Source: an optimization exercise on an open RTL-to-GDS flow (aim: small area, a short achievable clock period and few clock cycles). Production flows keep margins and buffers that such runs may drop.
At most, simulation tests tie the RTL to the original design; equivalence was not proved.

==> run a: inputs <==
// resolve_core
module resolve_core (
    input  wire        clk,
    input  wire        rst,             
    input  wire        start,
    input  wire [9:0]  cand_lag,
    input  wire [9:0]  lag_min,
    input  wire [9:0]  max_dist,
    input  wire [7:0]  subthr_pct,
    output reg         busy,
    output reg  [9:0]  dt_addr,
    input  wire [9:0]  dt_data,
    output reg         done,
    output reg         err,
    output reg  [9:0]  corr_lag,
    output reg  [9:0]  divisor
);
    localparam PH_IDLE = 2'd0;
    localparam PH_DIVD = 2'd1;
    localparam PH_DIVT = 2'd2;
    localparam PH_RUN  = 2'd3;
    localparam T_NONE = 2'd0;
    localparam T_K1   = 2'd1;       
    localparam T_KW   = 2'd2;       
    reg [1:0]  ph;
    reg        kmode;               
    reg [9:0]  c_r;
    reg [11:0] th_t;
    reg [6:0]  th_r;
    reg [2:0]  mcnt;
    reg [9:0]  wdm1;
    reg [9:0]  wim1;
    reg [11:0] wr;
    reg [11:0] wb;                  
    reg [2:0]  ul;                  
    reg [12:0] ds;                  
    reg        ucont;               
    reg [2:0]  lp;                  
    reg [1:0]  ta_kind, tb_kind;
    reg        ta_last, tb_last;
    reg [9:0]  tb_dm1, tb_im1;
    reg [10:0] tb_r;
    reg [9:0]  kn;                  
    function ge_c10;                
        input [9:0] x;
        input [9:0] k;
        integer j;
        reg r;
        begin
            r = 1'b1;
            for (j = 0; j < 10; j = j + 1)
  ...
clock: 10.0 ns
lec_check: 0
abc_clock_period_in_ps: 4000
cap_margin: 20
core_margin: 2
core_utilization: 50
setup_slack_margin: 5
slew_margin: 20
tns_end_percent: 100
run.sh (not shown) runs the stock make flow with config.mk's settings and CLKGATE_MAP_FILE= SYNTH_SCRIPT=/design/flow/synth_recipe.tcl, a recipe that flattens the netlist after the stock synthesis.
==> run b (differences from run a) <==
--- a/flow/design.v
+++ b/flow/design.v
@@ -9,12 +9,12 @@
     output reg         busy,
     output reg  [9:0]  dt_addr,
     input  wire [9:0]  dt_data,
     output reg         done,
     output reg         err,
-    output reg  [9:0]  corr_lag,
-    output reg  [9:0]  divisor
+    output wire [9:0]  corr_lag,
+    output wire [9:0]  divisor
 );
     localparam PH_IDLE = 2'd0;
     localparam PH_DIVD = 2'd1;
     localparam PH_DIVT = 2'd2;
     localparam PH_RUN  = 2'd3;
@@ -25,10 +25,12 @@
     reg        kmode;               
     reg [9:0]  c_r;
     reg [11:0] th_t;
     reg [6:0]  th_r;
     reg [2:0]  mcnt;
+    reg [1:0]  tgp;                 
+    reg [2:0]  tkp;                 
     reg [9:0]  wdm1;
     reg [9:0]  wim1;
     reg [11:0] wr;
     reg [11:0] wb;                  
     reg [2:0]  ul;                  
@@ -38,10 +40,15 @@
     reg [1:0]  ta_kind, tb_kind;
     reg        ta_last, tb_last;
     reg [9:0]  tb_dm1, tb_im1;
     reg [10:0] tb_r;
     reg [9:0]  kn;                  
+    reg        res1;
+    wire [9:0] tb_d = tb_dm1 + 10'd1;
+    wire [9:0] tb_i = tb_im1 + 10'd1;
+    assign divisor  = res1 ? 10'd1 : tb_d;
+    assign corr_lag = res1 ? c_r : tb_i;
     function ge_c10;                
         input [9:0] x;
         input [9:0] k;
         integer j;
         reg r;
@@ -178,50 +185,29 @@
     wire [1:0] tg   = tb_im1[7:6];
     wire [6:0] t_b  = tb_r[6:0];
     wire [3:0] t_a  = tb_r[10:7];
     wire [9:0] tp   = {1'b0, th_r, 2'b00} + (tg[1] ? {2'b0, t_b, 1'b0} : 10'd0)
                                          + (tg[0] ? {3'b0, t_b} : 10'd0);
-    wire [10:0] tpd1 = {1'b0, tp} - 11'd100;
-    wire [10:0] tpd2 = {1'b0, tp} - 11'd200;
-    wire [10:0] tpd3 = {1'b0, tp} - 11'd300;
-    wire [10:0] tpd4 = {1'b0, tp} - 11'd400;
-    wire [10:0] tpd5 = {1'b0, tp} - 11'd500;
-    wire [10:0] tpd6 = {1'b0, tp} - 11'd600;
-    wire [6:1] tgk = {!tpd6[10], !tpd5[10], !tpd4[10], !tpd3[10], !tpd2[10], !tpd1[10]};
+    wire [6:1] tgk;
+    generate
+        for (gi = 1; gi <= 6; gi = gi + 1) begin : g_tk
+            assign tgk[gi] = ge_c10(tp, gi * 100);
+        end
+    endgenerate
     wire [2:0] tk   = {tgk[4], (tgk[2] && !tgk[4]) || tgk[6],
                        (tgk[1] && !tgk[2]) || (tgk[3] && !tgk[4]) || (tgk[5] && !tgk[6])};
-    wire [6:0] tr_n = ({7{tgk[6]}}             & tpd6[6:0])
-                    | ({7{tgk[5] && !tgk[6]}}  & tpd5[6:0])
-                    | ({7{tgk[4] && !tgk[5]}}  & tpd4[6:0])
-                    | ({7{tgk[3] && !tgk[4]}}  & tpd3[6:0])
-                    | ({7{tgk[2] && !tgk[3]}}  & tpd2[6:0])
-                    | ({7{tgk[1] && !tgk[2]}}  & tpd1[6:0])
-                    | ({7{!tgk[1]}}            & tp[6:0]);
-    wire [11:0] tbase  = {th_t[9:0], 2'b00} + ((tg[1] ? {7'd0, t_a, 1'b0} : 12'd0) + (tg[0] ? {8'd0, t_a} : 12'd0));
-    wire [8:0]  tbase1 = tbase[11:3] + 9'd1;
-    reg  [3:0]  tlo;
+    reg  [9:0] tk_h;
     always @* begin
-        case ({tbase[2:0], tk})
-            6'd0: tlo = 4'd0; 6'd1: tlo = 4'd1; 6'd2: tlo = 4'd2; 6'd3: tlo = 4'd3;
-            6'd4: tlo = 4'd4; 6'd5: tlo = 4'd5; 6'd6: tlo = 4'd6; 6'd7: tlo = 4'd7;
-            6'd8: tlo = 4'd1; 6'd9: tlo = 4'd2; 6'd10: tlo = 4'd3; 6'd11: tlo = 4'd4;
-            6'd12: tlo = 4'd5; 6'd13: tlo = 4'd6; 6'd14: tlo = 4'd7; 6'd15: tlo = 4'd8;
-            6'd16: tlo = 4'd2; 6'd17: tlo = 4'd3; 6'd18: tlo = 4'd4; 6'd19: tlo = 4'd5;
-            6'd20: tlo = 4'd6; 6'd21: tlo = 4'd7; 6'd22: tlo = 4'd8; 6'd23: tlo = 4'd9;
-            6'd24: tlo = 4'd3; 6'd25: tlo = 4'd4; 6'd26: tlo = 4'd5; 6'd27: tlo = 4'd6;
-            6'd28: tlo = 4'd7; 6'd29: tlo = 4'd8; 6'd30: tlo = 4'd9; 6'd31: tlo = 4'd10;
-            6'd32: tlo = 4'd4; 6'd33: tlo = 4'd5; 6'd34: tlo = 4'd6; 6'd35: tlo = 4'd7;
-            6'd36: tlo = 4'd8; 6'd37: tlo = 4'd9; 6'd38: tlo = 4'd10; 6'd39: tlo = 4'd11;
-            6'd40: tlo = 4'd5; 6'd41: tlo = 4'd6; 6'd42: tlo = 4'd7; 6'd43: tlo = 4'd8;
-            6'd44: tlo = 4'd9; 6'd45: tlo = 4'd10; 6'd46: tlo = 4'd11; 6'd47: tlo = 4'd12;
-            6'd48: tlo = 4'd6; 6'd49: tlo = 4'd7; 6'd50: tlo = 4'd8; 6'd51: tlo = 4'd9;
-            6'd52: tlo = 4'd10; 6'd53: tlo = 4'd11; 6'd54: tlo = 4'd12; 6'd55: tlo = 4'd13;
-            6'd56: tlo = 4'd7; 6'd57: tlo = 4'd8; 6'd58: tlo = 4'd9; 6'd59: tlo = 4'd10;
-            6'd60: tlo = 4'd11; 6'd61: tlo = 4'd12; 6'd62: tlo = 4'd13; default: tlo = 4'd14;
+        case (tk)
+            3'd0: tk_h = 10'd0;    3'd1: tk_h = 10'd100;  3'd2: tk_h = 10'd200;
+            3'd3: tk_h = 10'd300;  3'd4: tk_h = 10'd400;  3'd5: tk_h = 10'd500;
+            default: tk_h = 10'd600;
         endcase
     end
-    wire [11:0] tt_n = {tlo[3] ? tbase1 : tbase[11:3], tlo[2:0]};
+    wire [9:0]  tr_n = tp - tk_h;
+    wire [11:0] tt_n = {th_t[9:0], 2'b00} + (tgp[1] ? {7'd0, t_a, 1'b0} : 12'd0)
+                                        + (tgp[0] ? {8'd0, t_a} : 12'd0) + {9'd0, tkp};
     wire is_weak = (th_t[11:10] == 2'b00) && (dt_data > th_t[9:0]);
     wire b_k1     = (tb_kind == T_K1);
     wire b_kw     = (tb_kind == T_KW);
     wire b_d2     = (tb_dm1 == 10'd1);
     wire in_run   = (ph == PH_RUN);
@@ -231,34 +217,35 @@
     wire end_kw   = b_kw && !is_weak && tb_last;
     wire end_run  = in_run && (end_k1 || end_kw);
     wire w_ge3    = |wdm1[9:1];
     wire flow_go  = in_run && !kmode && w_ge3 && !flush_k1 && !end_run;
     wire issue_kw = in_run && kmode && !fail_kw && !end_kw && (kn != 10'd0);
-    wire tb_upd   = in_run && !kmode && !flush_k1;
-    wire thr_ok   = (mcnt >= 3'd3);
+    wire tb_upd   = in_run && !kmode && !flush_k1 && !end_run;
+    wire thr_ok   = (mcnt >= 3'd4);
     wire d64 = (lag_min[9:4] == 6'd0) && (cand_lag >= {lag_min[3:0], 6'd0});
-    wire d16 = (lag_min[9:6] == 4'd0) && (cand_lag >= {lag_min[5:0], 4'd0});
     wire        step_done = !ovf && (ul == 3'd0);
     wire [9:0]  sh_dm1 = fail_kw ? tb_dm1 : (step_done ? wdm1 - 10'd1 : wdm1);
     wire [2:0]  sh_l   = fail_kw ? lp : (ovf ? ul + 3'd1 : ((ul != 3'd0) ? ul - 3'd1 : lq));
     wire [12:0] ds_var = den_sh(sh_dm1, sh_l);
     always @(posedge clk) begin
         if (rst) begin
             ph <= PH_IDLE; kmode <= 1'b0;
             busy <= 1'b0; done <= 1'b0; err <= 1'b0;
-            corr_lag <= 10'd0; divisor <= 10'd0; dt_addr <= 10'd0;
-            c_r <= 10'd0; th_t <= 12'd0; th_r <= 7'd0; mcnt <= 3'd7;
+            res1 <= 1'b0; dt_addr <= 10'd0;
+            c_r <= 10'd0; tgp <= 2'd0; tkp <= 3'd0; th_t <= 12'd0; th_r <= 7'd0; mcnt <= 3'd7;
             wdm1 <= 10'd0; wim1 <= 10'd0; wr <= 12'd0; wb <= 12'd0;
             ul <= 3'd0; ucont <= 1'b0; lp <= 3'd0; ds <= 13'd0;
             ta_kind <= T_NONE; tb_kind <= T_NONE; ta_last <= 1'b0; tb_last <= 1'b0;
             tb_dm1 <= 10'd0; tb_im1 <= 10'd0; tb_r <= 11'd0;
             kn <= 10'd0;
         end else begin
             done <= 1'b0;
-            if (mcnt != 3'd0 && mcnt <= 3'd4) begin
+            if (mcnt != 3'd0 && mcnt <= 3'd5) begin
                 th_t   <= tt_n;
-                th_r   <= tr_n;
+                th_r   <= tr_n[6:0];
+                tgp    <= tg;
+                tkp    <= tk;
                 tb_im1 <= {tb_im1[7:0], 2'b00};
                 mcnt   <= mcnt + 3'd1;
             end
             tb_kind <= (flush_k1 || fail_kw || end_run) ? T_NONE : ta_kind;
             tb_last <= ta_last;
@@ -280,18 +267,20 @@
                             err    <= 1'b0;
                             c_r    <= cand_lag;
                             tb_im1 <= {2'b0, subthr_pct};
                             tb_r   <= {md_a, md_b[6:0]};
                             th_t   <= 12'd0;
+                            tgp    <= 2'd0;
+                            tkp    <= 3'd0;
                             th_r   <= 7'd0;
                             mcnt   <= 3'd1;
                             wdm1   <= lag_min;
                             wim1   <= lag_min - 10'd1;
                             wr     <= {1'b0, cand_lag, 1'b0};
                             wb     <= 12'd0;
-                            ul     <= d64 ? 3'd3 : (d16 ? 3'd2 : 3'd1);
-                            ds     <= d64 ? den_sh(lag_min, 3'd3) : (d16 ? den_sh(lag_min, 3'd2) : den_sh(lag_min, 3'd1));
+                            ul     <= d64 ? 3'd3 : 3'd2;
+                            ds     <= d64 ? den_sh(lag_min, 3'd3) : den_sh(lag_min, 3'd2);
                             kn     <= 10'd0;
                             ucont  <= 1'b1;
                             kmode  <= 1'b0;
                             lp     <= 3'd0;
                             ph     <= PH_DIVD;
@@ -306,12 +295,11 @@
                         wr <= urem;
                         kn <= {kq, dig};
                         ul <= ul - 3'd1;
                         ds <= ds_var;
                     end else if (!(|u_q[9:1])) begin
-                        divisor  <= 10'd1;
-                        corr_lag <= c_r;
+                        res1     <= 1'b1;
                         busy     <= 1'b0;
                         done     <= 1'b1;
                         ucont    <= 1'b0;
                         ph       <= PH_IDLE;
                     end else begin
@@ -323,25 +311,19 @@
                         ph    <= PH_DIVT;
                     end
                 end
                 PH_DIVT, PH_RUN: begin
                     if (end_run) begin
-                        if (end_k1) begin
-                            divisor  <= is_weak ? 10'd1 : 10'd2;
-                            corr_lag <= is_weak ? c_r : tb_im1 + 10'd1;
-                        end else begin
-                            divisor  <= tb_dm1 + 10'd1;
-                            corr_lag <= tb_im1 + 10'd1;
-                        end
+                        res1  <= end_k1 && is_weak;
                         busy  <= 1'b0;
                         done  <= 1'b1;
                         kmode <= 1'b0;
                         ucont <= 1'b0;
                         ph    <= PH_IDLE;
                     end else if (flush_k1) begin
-                        wdm1  <= tb_dm1 + 10'd1;
-                        ds    <= {2'b0, tb_dm1 + 10'd1, 1'b0};
+                        wdm1  <= tb_d;
+                        ds    <= {2'b0, tb_d, 1'b0};
                         wim1  <= tb_im1;
                         wr    <= {1'b0, tb_r};
                         wb    <= {1'b0, tb_r} + {2'b0, tb_dm1} + 12'd1;
                         kn    <= tb_dm1 - 10'd1;
                         kmode <= 1'b1;
==> flow/config.mk (replaced) <==
export PLATFORM = sky130hd
export DESIGN_NAME = resolve_core
export DESIGN_NICKNAME = resolve_core
export VERILOG_FILES = /design/flow/design.v
export SDC_FILE = /design/flow/constraint.sdc
export NUM_CORES = 4
export LEC_CHECK = 0
export CAP_MARGIN = 20
export CORE_MARGIN = 2
export CORE_UTILIZATION = 55
export PLACE_DENSITY = 0.7
export SETUP_SLACK_MARGIN = 5
export SLEW_MARGIN = 20
export TNS_END_PERCENT = 100
==> comparison <==
- Against run a, the non-clock buffer count of run b is lower by 55.
- Design area: run b is lower than run a (12%).
- Of run b and run a, run a has the higher area after synthesis (gap about 8%, measured against run a).
- Sequential cell count: run a is higher than run b (14).
- In run a the first-iteration DRC count is smaller than in run b, by about 20%.
- Against run a, the die area of run b is lower by 16%.
- Run a completed with no timing, DRC or antenna violations. Run b went through all stages and came out clean.
==> figures <==
Layout inverter count without the clock tree: run b 156; run a 186
Adder-cell area share of the yosys netlist: run b 0.1775; run a 0.1684
Yosys cell types: run b 88; run a 109
Met2 Track Usage GR: run b 0.6130; run a 0.5923
DP Cell Count: run b 2703; run a 3005
Number of nets in the layout: run b 2626; run a 2887
Met3 routed wirelength: run b 8.674 mm; run a 6.449 mm
DIE HEIGHT: run b 182.0 um; run a 198.4 um
Status: run b complete, no violations; run a complete, no violations
CORE AREA: run b 0.03139 mm2; run a 0.03749 mm2
Tap Cells: run b 402; run a 511
Minimum clock period after layout: run b 5.018 ns; run a 5.020 ns
Initial DRC Count: run b 2750; run a 2198
Critical path type: run b input pin to register; run a register to register
Final estimated routing congestion in global placement: run b 1.065; run a 0.9535
Dpl cell area: run b 0.01843 mm2; run a 0.02011 mm2
Library cell contributing the largest single delay on the critical path: run b and3_2; run a fa_2
Testbench counts of run b, summed over its fixed seeds: cycles 9,485.
No functional check of the RTL was part of run a.

## static timing again, ports no longer ideal
No port has a modelled driver above. Below, the same layouts with a new extraction and two added sets of constraints. Step 1, drivers: a clkbuf_16 drives clk and a buf_2 each remaining input, both assumed. Step 2 moves the port delays by t, midway between the first and last clock arrival at a register: inputs arrive t later, outputs are due t later. That takes back most of the time a late clock gives input paths. a / b / c = ideal ports / drivers / drivers and shift; a / b = the first two.
| run | t, ns | setup WS [ns] | worst slew at a driven data input, ns | pins driven straight from the clock port |
|---|---|---|---|---|
| run a | 0.512 | 4.980 / 4.980 / 4.536 | 0.06 | 1 |
| run b | 0.514 | 4.982 / 5.010 / 4.496 | 0.07 | 1 |
After both steps setup and hold are still met in every run listed. The setup slack of run b, which loses most, moves by +0.028 ns with the drivers and by -0.486 ns with both steps.
